This is an optimization exercise on Yosys and OpenROAD, whose aim is small area, a short achievable clock period and few clock cycles, not a production implementation. In this exercise RTL edits were held to simulation tests only and were not proved equivalent to the original. Power is estimated from default activity; no workload was simulated.

==> flow/design.v <==
module manchester_decoder #(
    parameter integer W           = 16,
    parameter integer NOISE_FLOOR = 64,
    parameter integer N_SAMPLES   = 260
) (
    input  wire          clk,
    input  wire          rst,
    input  wire          op_valid,
    output wire          op_ready,
    input  wire [W+3:0]  op_word,
    output reg           rsp_valid,
    output wire          rsp_ok,
    output wire [39:0]   rsp_data,
    output wire [1:0]    state,
    output wire          cap_en,
    output wire          trig_both,
    output wire          ctr_clear
);
    localparam [2:0] OP_START    = 3'd1;
    localparam [2:0] OP_EDGE     = 3'd2;
    localparam [2:0] OP_OVF      = 3'd3;
    localparam [2:0] OP_DECODE   = 3'd4;
    localparam [2:0] OP_GETSTATE = 3'd5;
    localparam [2:0] OP_GETFAC   = 3'd6;
    localparam [2:0] OP_GETUID   = 3'd7;
    localparam [1:0] S_INIT        = 2'd0;
    localparam [1:0] S_FIND_PERIOD = 2'd1;
    localparam [1:0] S_CAPTURE     = 2'd2;
    localparam [1:0] S_DONE        = 2'd3;
    localparam [2:0] RK_ZERO  = 3'd0;
    localparam [2:0] RK_STATE = 3'd1;
    localparam [2:0] RK_FAC   = 3'd2;
    localparam [2:0] RK_UID   = 3'd3;
    localparam [2:0] RK_DECOK = 3'd4;
    localparam [2:0] RK_FAIL  = 3'd6;    
    localparam [2:0] RK_NRDY  = 3'd7;    
    localparam [1:0] T_SEARCH = 2'd0;
    localparam [1:0] T_FRAME  = 2'd1;
    localparam [1:0] T_OFF    = 2'd2;
    localparam integer QN = 55;          
    wire [2:0]   op       = op_word[W+3:W+1];
    wire         level    = op_word[W];
    wire [W-1:0] interval = op_word[W-1:0];
    reg  [1:0]    state_q;
    reg           cap_en_q;
    reg           trig_both_q;
    reg           ready_q;       
    reg           clr_en;        
    reg           bwait;         
    reg  [8:0]    cnt;           
    reg  [W-1:0]  min_interval;  
    reg  [17:0]   b3;            
    reg  [2:0]    b5h;           
    reg           last;          
    reg           p_en_m0, p_en_p1, p_en_even, p_hq, p_sh;
    reg           p_level, p_tro, p_tre;
    reg  [QN-1:0] hq;            
    reg  [1:0]    alive;         
    reg  [1:0]    tst  [0:7];
    reg  [3:0]    trn  [0:7];    
    reg  [2:0]    tcl  [0:7];    
    reg           racc [0:7];
    reg  [3:0]    cacc [0:7];
    reg           wvalid;
    reg  [2:0]    widx;
    reg  [39:0]   wdata;
    reg  [7:0]    facility;
    reg  [31:0]   uid;
    reg  [2:0]    rk;
    assign op_ready  = ready_q;
    assign state     = state_q;
    assign cap_en    = cap_en_q;
    assign trig_both = trig_both_q;
    wire accept   = op_valid && ready_q;
    assign ctr_clear = op_valid && clr_en && (op == OP_EDGE);
    wire r_dec = (rk == RK_DECOK);
    wire r_uid = r_dec || (rk == RK_UID);
    assign rsp_ok = !(rk[2] && rk[1]);
    assign rsp_data[39:32] = r_dec ? facility : 8'd0;
    assign rsp_data[31:8]  = r_uid ? uid[31:8] : 24'd0;
    assign rsp_data[7:2]   = r_uid ? uid[7:2] : (rk == RK_FAC) ? facility[7:2] : 6'd0;
    assign rsp_data[1:0]   = r_uid ? uid[1:0] : (rk == RK_FAC) ? facility[1:0] :
                             (rk == RK_STATE) ? state_q : (rk[2] && rk[1]) ? {1'b1, rk[0]} : 2'd0;
    wire [18:0] t3 = {1'b0, b3};
    wire [18:0] t5 = {b5h, min_interval};
    wire is_short = ({interval, 3'b111} >= t3) && ({interval, 3'b000} <= t5);
    wire is_long  = ({1'b0, interval, 2'b11} >= t3) && ({1'b0, interval, 2'b00} <= t5);
    wire noise    = (interval < NOISE_FLOOR);
    wire edge_ok   = accept && (op == OP_EDGE) && cap_en_q && !noise;
    wire valid_cap = edge_ok && (state_q == S_CAPTURE) && (is_short || is_long);
    wire two       = !is_short;
    wire s0_odd    = cnt[0];
    wire second    = two && (cnt != 9'd387);
    wire odd_pres  = s0_odd || second;
    wire even_pres = !s0_odd || second;
    wire trans1    = level ^ last;
    wire [8:0] cnt_o = cnt | 9'd1;
    wire en_m0   = odd_pres && (cnt_o <= 9'd383);
    wire en_p1   = odd_pres && (cnt_o >= 9'd131) && (cnt_o <= 9'd385);
    wire en_even = even_pres && (cnt != 9'd128) && (cnt <= 9'd384);
    wire [1:0] alive_n;
    assign alive_n[0] = alive[0] && !(p_en_m0 && !p_tro);
    assign alive_n[1] = alive[1] && !(p_en_even && !p_tre);
    reg [7:0] t_en, t_b;
    always @* begin
        t_en[0] = p_en_m0;   t_b[0] = p_level;
        t_en[1] = p_en_even; t_b[1] = !p_tre;
        t_en[2] = p_en_m0;   t_b[2] = !p_level;
        t_en[3] = p_en_even; t_b[3] = p_tre;
        t_en[4] = p_en_even; t_b[4] = p_level;
        t_en[5] = p_en_p1;   t_b[5] = !p_tro;
        t_en[6] = p_en_even; t_b[6] = !p_level;
        t_en[7] = p_en_p1;   t_b[7] = p_tro;
    end
    reg [7:0] cand;
    integer t;
    always @* begin
        for (t = 0; t < 8; t = t + 1)
            cand[t] = t_en[t] && (tst[t] == T_FRAME) && (trn[t] == 4'd10) &&
                      (tcl[t] == 3'd4) && !t_b[t] && (cacc[t] == 4'd0) && alive_n[t / 4];
    end
    reg [2:0] t_new;
    always @* begin
        t_new = 3'd7;
        for (t = 7; t >= 0; t = t - 1)
            if (cand[t]) t_new = t;
    end
    wire take = (|cand) && (!wvalid || (t_new < widx));
    wire n_off = t_new[2];
    wire n_inv = t_new[1];
    wire n_enc = t_new[0];
    wire selm  = !n_off || p_sh;      
    wire selp  = !n_off && p_sh;      
    wire pol   = n_inv ^ (n_off && !n_enc);
    reg [39:0] ndata;
    integer r, c, d;
    always @* begin
        for (r = 0; r < 10; r = r + 1)
            for (c = 0; c < 4; c = c + 1) begin
                d = 54 - 5 * r - c;
                ndata[39 - 4 * r - c] = pol ^ (n_enc ?
                    (selp ? (hq[d-2] ^ hq[d-1]) : (hq[d-1] ^ hq[d])) :
                    (selm ? hq[d-1] : hq[d]));
            end
    end
    wire [W-1:0] min_next = (interval < min_interval) ? interval : min_interval;
    wire end_fp = edge_ok && (state_q == S_FIND_PERIOD) && (cnt[6:0] == 7'd127);
    wire [18:0] m3 = {2'b00, min_interval, 1'b0} + {3'b000, min_interval};
    wire [18:0] m5 = {1'b0, min_interval, 2'b00} + {3'b000, min_interval};
    wire dec_now = accept && (op == OP_DECODE) && (state_q == S_DONE);
    always @(posedge clk) begin
        for (t = 0; t < 8; t = t + 1) begin
            if (bwait) begin
                tst[t] <= T_SEARCH;
                trn[t] <= 4'd0;
            end else if (t_en[t]) begin
                case (tst[t])
                T_SEARCH: begin
                    if (!t_b[t]) begin
                        trn[t] <= 4'd0;
                    end else if (trn[t] == 4'd8) begin
                        tst[t]  <= T_FRAME;
                        trn[t]  <= 4'd0;
                        tcl[t]  <= 3'd0;
                        racc[t] <= 1'b0;
                        cacc[t] <= 4'd0;
                    end else begin
                        trn[t] <= trn[t] + 4'd1;
                    end
                end
                T_FRAME: begin
                    if (tcl[t] != 3'd4) begin
                        racc[t] <= racc[t] ^ t_b[t];
                        cacc[t] <= {cacc[t][2:0], cacc[t][3] ^ t_b[t]};
                        tcl[t]  <= tcl[t] + 3'd1;
                    end else if (trn[t] != 4'd10) begin
                        if (racc[t] ^ t_b[t])
                            tst[t] <= T_OFF;
                        racc[t] <= 1'b0;
                        tcl[t]  <= 3'd0;
                        trn[t]  <= trn[t] + 4'd1;
                    end else begin
                        tst[t] <= T_OFF;
                    end
                end
                default: ;
                endcase
            end
        end
        if (bwait) begin
            alive  <= 2'b11;
            wvalid <= 1'b0;
        end else begin
            alive <= alive_n;
            if (take) begin
                wvalid <= 1'b1;
                widx   <= t_new;
                wdata  <= ndata;
            end
        end
        if (p_hq)
            hq <= {hq[QN-2:0], p_level};
        p_en_m0   <= valid_cap && en_m0;
        p_en_p1   <= valid_cap && en_p1;
        p_en_even <= valid_cap && en_even;
        p_hq      <= valid_cap && odd_pres;
        p_sh      <= s0_odd;
        p_level   <= level;
        p_tro     <= s0_odd && trans1;
        p_tre     <= !s0_odd && trans1;
        if (valid_cap)
            last <= level;
        if (rst) begin
            state_q     <= S_INIT;
            cap_en_q    <= 1'b0;
            trig_both_q <= 1'b0;
            ready_q     <= 1'b1;
            clr_en      <= 1'b0;
            bwait       <= 1'b0;
            facility    <= 8'd0;
            uid         <= 32'd0;
            rsp_valid   <= 1'b0;
            p_en_m0     <= 1'b0;
            p_en_p1     <= 1'b0;
            p_en_even   <= 1'b0;
            p_hq        <= 1'b0;
        end else begin
            rsp_valid <= accept;
            bwait     <= 1'b0;
            ready_q   <= 1'b1;
            clr_en    <= cap_en_q;
            if (bwait) begin
                b3                 <= m3[17:0];
                {b5h, min_interval} <= m5;
                trig_both_q        <= 1'b1;
                state_q            <= S_CAPTURE;
                rsp_valid          <= 1'b1;
            end
            if (accept) begin
                rk <= RK_ZERO;
                case (op)
                OP_START: begin
                    state_q     <= S_INIT;
                    trig_both_q <= 1'b0;
                    cap_en_q    <= 1'b1;
                    clr_en      <= 1'b1;
                end
                OP_OVF: begin
                    if (cap_en_q)
                        state_q <= S_INIT;
                end
                OP_EDGE: begin
                    if (cap_en_q) begin
                        if (noise) begin
                            state_q <= S_INIT;
                        end else begin
                            case (state_q)
                            S_INIT: begin
                                cnt          <= 9'd0;
                                min_interval <= {W{1'b1}};
                                trig_both_q  <= 1'b0;
                                if (level)
                                    state_q <= S_FIND_PERIOD;
                            end
                            S_FIND_PERIOD: begin
                                min_interval <= min_next;
                                cnt          <= cnt + 9'd1;
                                if (cnt[6:0] == 7'd127) begin
                                    rsp_valid <= 1'b0;
                                    bwait     <= 1'b1;
                                    ready_q   <= 1'b0;
                                    clr_en    <= 1'b0;
                                end
                            end
                            S_CAPTURE: begin
                                if (!is_short && !is_long) begin
                                    state_q <= S_INIT;
                                end else begin
                                    cnt <= cnt + (two ? 9'd2 : 9'd1);
                                    if (cnt == 9'd387 || (two && cnt == 9'd386)) begin
                                        cap_en_q <= 1'b0;
                                        clr_en   <= 1'b0;
                                        state_q  <= S_DONE;
                                    end
                                end
                            end
                            default: ;
                            endcase
                        end
                    end
                end
                OP_DECODE: begin
                    if (state_q != S_DONE)
                        rk <= RK_NRDY;
                end
                OP_GETSTATE: rk <= RK_STATE;
                OP_GETFAC:   rk <= RK_FAC;
                OP_GETUID:   rk <= RK_UID;
                default: ;
                endcase
            end
            if (dec_now) begin
                if (wvalid && alive[widx[2]]) begin
                    facility <= wdata[39:32];
                    uid      <= wdata[31:0];
                    rk       <= RK_DECOK;
                end else begin
                    rk <= RK_FAIL;
                end
            end
        end
    end
endmodule
Settings: LEC_CHECK=0, ABC_CLOCK_PERIOD_IN_PS=5000, CAP_MARGIN=20, CORE_MARGIN=2, CORE_UTILIZATION=40, PLACE_DENSITY=0.6, SETUP_SLACK_MARGIN=5, SLEW_MARGIN=20; clock period 10.0 ns.
run.sh (not shown) runs the stock make flow with config.mk's settings and CLKGATE_MAP_FILE= SYNTH_SCRIPT=/design/flow/synth_recipe.tcl, a recipe that flattens the netlist after the stock synthesis.
The starting point finished clean.
Testbench counts at the start, summed over its fixed seeds: cycles 16,552.
Rerun with:
--- a/flow/design.v
+++ b/flow/design.v
@@ -36,10 +36,15 @@
     localparam [2:0] RK_NRDY  = 3'd7;    
     localparam [1:0] T_SEARCH = 2'd0;
     localparam [1:0] T_FRAME  = 2'd1;
     localparam [1:0] T_OFF    = 2'd2;
     localparam integer QN = 55;          
+    localparam [3:0] R_0  = 4'b0001;     
+    localparam [3:0] R_8  = 4'b0101;     
+    localparam [3:0] R_10 = 4'b0111;     
+    localparam [2:0] C_0  = 3'b001;      
+    localparam [2:0] C_4  = 3'b111;      
     wire [2:0]   op       = op_word[W+3:W+1];
     wire         level    = op_word[W];
     wire [W-1:0] interval = op_word[W-1:0];
     reg  [1:0]    state_q;
     reg           cap_en_q;
@@ -57,11 +62,10 @@
     reg  [QN-1:0] hq;            
     reg  [1:0]    alive;         
     reg  [1:0]    tst  [0:7];
     reg  [3:0]    trn  [0:7];    
     reg  [2:0]    tcl  [0:7];    
-    reg           racc [0:7];
     reg  [3:0]    cacc [0:7];
     reg           wvalid;
     reg  [2:0]    widx;
     reg  [39:0]   wdata;
     reg  [7:0]    facility;
@@ -110,16 +114,22 @@
         t_en[4] = p_en_even; t_b[4] = p_level;
         t_en[5] = p_en_p1;   t_b[5] = !p_tro;
         t_en[6] = p_en_even; t_b[6] = !p_level;
         t_en[7] = p_en_p1;   t_b[7] = p_tro;
     end
+    wire x4    = hq[0] ^ hq[1] ^ hq[2] ^ hq[3];
+    wire rp_m0 = p_level ^ x4;
+    wire rp_p1 = p_level ^ hq[4];
+    wire rp_p0 = !(p_level ^ (p_sh ? hq[3] : hq[4]));
+    wire rp_m1 = !(p_sh ? (p_level ^ x4) : (x4 ^ hq[4]));
+    wire [7:0] t_rp = {!rp_p1, !rp_m1, rp_p1, rp_m1, !rp_p0, !rp_m0, rp_p0, rp_m0};
     reg [7:0] cand;
     integer t;
     always @* begin
         for (t = 0; t < 8; t = t + 1)
-            cand[t] = t_en[t] && (tst[t] == T_FRAME) && (trn[t] == 4'd10) &&
-                      (tcl[t] == 3'd4) && !t_b[t] && (cacc[t] == 4'd0) && alive_n[t / 4];
+            cand[t] = t_en[t] && (tst[t] == T_FRAME) && (trn[t] == R_10) &&
+                      (tcl[t] == C_4) && !t_b[t] && (cacc[t] == 4'd0) && alive_n[t / 4];
     end
     reg [2:0] t_new;
     always @* begin
         t_new = 3'd7;
         for (t = 7; t >= 0; t = t - 1)
@@ -150,37 +160,34 @@
     wire dec_now = accept && (op == OP_DECODE) && (state_q == S_DONE);
     always @(posedge clk) begin
         for (t = 0; t < 8; t = t + 1) begin
             if (bwait) begin
                 tst[t] <= T_SEARCH;
-                trn[t] <= 4'd0;
+                trn[t] <= R_0;
             end else if (t_en[t]) begin
                 case (tst[t])
                 T_SEARCH: begin
                     if (!t_b[t]) begin
-                        trn[t] <= 4'd0;
-                    end else if (trn[t] == 4'd8) begin
+                        trn[t] <= R_0;
+                    end else if (trn[t] == R_8) begin
                         tst[t]  <= T_FRAME;
-                        trn[t]  <= 4'd0;
-                        tcl[t]  <= 3'd0;
-                        racc[t] <= 1'b0;
+                        trn[t]  <= R_0;
+                        tcl[t]  <= C_0;
                         cacc[t] <= 4'd0;
                     end else begin
-                        trn[t] <= trn[t] + 4'd1;
+                        trn[t] <= {trn[t][2:0], trn[t][3] ^ trn[t][2]};
                     end
                 end
                 T_FRAME: begin
-                    if (tcl[t] != 3'd4) begin
-                        racc[t] <= racc[t] ^ t_b[t];
+                    if (tcl[t] != C_4) begin
                         cacc[t] <= {cacc[t][2:0], cacc[t][3] ^ t_b[t]};
-                        tcl[t]  <= tcl[t] + 3'd1;
-                    end else if (trn[t] != 4'd10) begin
-                        if (racc[t] ^ t_b[t])
+                        tcl[t]  <= {tcl[t][1:0], tcl[t][2] ^ tcl[t][1]};
+                    end else if (trn[t] != R_10) begin
+                        if (t_rp[t])
                             tst[t] <= T_OFF;
-                        racc[t] <= 1'b0;
-                        tcl[t]  <= 3'd0;
-                        trn[t]  <= trn[t] + 4'd1;
+                        tcl[t]  <= C_0;
+                        trn[t]  <= {trn[t][2:0], trn[t][3] ^ trn[t][2]};
                     end else begin
                         tst[t] <= T_OFF;
                     end
                 end
                 default: ;
What happened:
- synthesized cell count fell by about 2.4%
- register-to-register slack gains 0.48 ns
- clock skew hardly moves
- setup slack got worse by 0.059 ns
- cell count came out lower by about 2.4%
- design area drops by about 1.2%
- maximum frequency goes down by 1.2%
- total power goes down by 9.5%
- clock power came out higher by about 4%
- hold slack gets better by 0.033 ns
- area after synthesis decreases by 1.2%
- flip-flop and latch count decreases by 8
- count of clock-buffer cells in the layout went down by 2
Testbench counts after the change, summed over its fixed seeds: cycles 16,552.

Another version of the RTL of manchester_decoder (not shown whole).
Size: roughly 1,800 cells after synthesis, roughly 260 flip-flops, roughly 71 I/O pins, roughly 0.017 mm2 of cells after synthesis.
Settings: LEC_CHECK=0, ABC_CLOCK_PERIOD_IN_PS=4500, CAP_MARGIN=20, CORE_MARGIN=2, CORE_UTILIZATION=60, CTS_BUF_LIST=sky130_fd_sc_hd__clkbuf_8, CTS_CLUSTER_DIAMETER=75, CTS_CLUSTER_SIZE=12, PLACE_DENSITY=0.75, SLEW_MARGIN=20; clock period 10.0 ns.
standard.sh (not shown) runs the stock make flow with config.mk's settings and CLKGATE_MAP_FILE= SYNTH_SCRIPT=/design/flow/synth_recipe.tcl, a recipe that flattens the netlist after the stock synthesis.
==> flow/flow/run.sh <==
#!/bin/bash
set -euo pipefail
export BUFFER_PORTS_ARGS="-buffer_cell sky130_fd_sc_hd__buf_2"
export SETUP_SLACK_MARGIN=5.5
bash standard.sh > standard_flow.log 2>&1
Testbench counts at the start, summed over its fixed seeds: cycles 16,552.
Next try:
--- a/flow/design.v
+++ b/flow/design.v
@@ -47,22 +47,22 @@
     wire         level    = op_word[W];
     wire [W-1:0] interval = op_word[W-1:0];
     reg  [1:0]    state_q;
     reg           cap_en_q;
     reg           trig_both_q;
     reg           ready_q;       
     reg           clr_en;        
     reg           bwait;         
     reg  [8:0]    cnt;           
     reg  [W-1:0]  min_interval;  
-    reg  [15:0]   b3;            
-    reg           b5h;           
+    reg  [17:0]   b3;            
+    reg  [2:0]    b5h;           
     reg           last;          
     reg           p_en_m0, p_en_p1, p_en_even, p_hq, p_sh;
     reg           p_level, p_tro, p_tre;
     reg  [4:0]    p_s0;          
     reg  [QN-1:0] hq;            
     reg  [1:0]    alive;         
     reg           o_sel;         
     reg  [1:0]    tst  [0:3];    
     reg  [3:0]    trn  [0:3];    
     reg  [2:0]    tcl  [0:3];    
@@ -82,24 +82,24 @@
     wire accept   = op_valid && ready_q;
     assign ctr_clear = op_valid && clr_en && (op == OP_EDGE);
     wire r_dec = (rk == RK_DECOK);
     wire r_uid = r_dec || (rk == RK_UID);
     assign rsp_ok = !(rk[2] && rk[1]);
     assign rsp_data[39:32] = r_dec ? facility : 8'd0;
     assign rsp_data[31:8]  = r_uid ? uid[31:8] : 24'd0;
     assign rsp_data[7:2]   = r_uid ? uid[7:2] : (rk == RK_FAC) ? facility[7:2] : 6'd0;
     assign rsp_data[1:0]   = r_uid ? uid[1:0] : (rk == RK_FAC) ? facility[1:0] :
                              (rk == RK_STATE) ? state_q : (rk[2] && rk[1]) ? {1'b1, rk[0]} : 2'd0;
-    wire lt_min   = (interval < min_interval);
-    wire [16:0] xb = {b5h, min_interval};
-    wire is_short = (interval >= {1'b0, b3[15:1]}) && ({interval, 1'b0} < xb);
-    wire is_long  = (interval >= b3) && (b5h || lt_min);
+    wire [18:0] t3 = {1'b0, b3};
+    wire [18:0] t5 = {b5h, min_interval};
+    wire is_short = ({interval, 3'b111} >= t3) && ({interval, 3'b000} <= t5);
+    wire is_long  = ({1'b0, interval, 2'b11} >= t3) && ({1'b0, interval, 2'b00} <= t5);
     wire noise    = (interval < NOISE_FLOOR);
     wire edge_ok   = accept && (op == OP_EDGE) && cap_en_q && !noise;
     wire valid_cap = edge_ok && (state_q == S_CAPTURE) && (is_short || is_long);
     wire two       = !is_short;
     wire s0_odd    = cnt[0];
     wire second    = two && (cnt != 9'd387);
     wire odd_pres  = s0_odd || second;
     wire even_pres = !s0_odd || second;
     wire trans1    = level ^ last;
     wire [8:0] cnt_o = cnt | 9'd1;
@@ -206,24 +206,24 @@
     integer r, c, d;
     always @* begin
         for (r = 0; r < 10; r = r + 1)
             for (c = 0; c < 4; c = c + 1) begin
                 d = 54 - 5 * r - c;
                 ndata[39 - 4 * r - c] = pol ^ (n_enc ? (hq[d-1] ^ hq[d]) : hq[d]);
             end
     end
     wire [8:0] cnt_p1 = cnt + 9'd1;
     wire [8:0] cnt_p2 = cnt + 9'd2;
-    wire [W-1:0] min_next = lt_min ? interval : min_interval;
+    wire [W-1:0] min_next = (interval < min_interval) ? interval : min_interval;
     wire end_fp = edge_ok && (state_q == S_FIND_PERIOD) && (cnt[6:0] == 7'd127);
     wire [18:0] m3 = {2'b00, min_interval, 1'b0} + {3'b000, min_interval};
-    wire [18:0] m5 = {1'b0, min_interval, 2'b00} + {3'b000, min_interval} + 19'd4;
+    wire [18:0] m5 = {1'b0, min_interval, 2'b00} + {3'b000, min_interval};
     wire dec_now = accept && (op == OP_DECODE) && (state_q == S_DONE);
     reg  [1:0] cs_tst;
     reg  [3:0] cs_trn;
     reg  [2:0] cs_tcl;
     reg  [3:0] cs_cacc;
     always @(posedge clk) begin
         for (u = 0; u < 4; u = u + 1) begin
             if (bwait) begin
                 tst[u] <= T_SEARCH;
                 trn[u] <= R_0;
@@ -312,22 +312,22 @@
             p_en_m0     <= 1'b0;
             p_en_p1     <= 1'b0;
             p_en_even   <= 1'b0;
             p_hq        <= 1'b0;
         end else begin
             rsp_valid <= accept;
             bwait     <= 1'b0;
             ready_q   <= 1'b1;
             clr_en    <= cap_en_q;
             if (bwait) begin
-                b3                 <= m3[17:2];
-                {b5h, min_interval} <= m5[18:2];
+                b3                 <= m3[17:0];
+                {b5h, min_interval} <= m5;
                 trig_both_q        <= 1'b1;
                 state_q            <= S_CAPTURE;
                 rsp_valid          <= 1'b1;
             end
             if (accept) begin
                 rk <= RK_ZERO;
                 case (op)
                 OP_START: begin
                     state_q     <= S_INIT;
                     trig_both_q <= 1'b0;
Outcome: Clock skew stays flat; area after synthesis grows by 1.8%; total power grows by 0.97%; global-route usage grows by 0.20 points; die area grows by 1.8%; worst hold slack stays flat.
Testbench counts after the change, summed over its fixed seeds: cycles 16,552.

what the ideal ports hide:
No port has a modelled driver above. Below, the same layouts with a new extraction and two added sets of constraints. Step 1: set_driving_cell puts a clkbuf_16 on clk and a buf_2 on each other input, an assumption about the parent block. Step 2 also shifts input and output timing later by t, the mid clock arrival at the registers, as if the neighbouring blocks saw the same clock. Three values: ideal, step 1, step 2; two values: the first two.
run | shift t [ns] | setup WS [ns] | worst register clock-pin slew, ns
the first run of note 1 | 0.588 | 5.097 / 5.069 / 4.541 | 0.06 / 0.06
the second run of note 1 | 0.595 | 5.038 / 5.000 / 4.505 | 0.07 / 0.07
the first run of note 2 | 0.619 | 5.202 / 5.161 / 5.161 | 0.10 / 0.10
the second run of note 2 | 0.609 | 5.473 / 5.397 / 4.998 | 0.09 / 0.09
After both steps setup and hold are still met in every run listed. The setup slack of the first run of note 1, which loses most, moves by -0.028 ns with the drivers and by -0.556 ns with both steps.
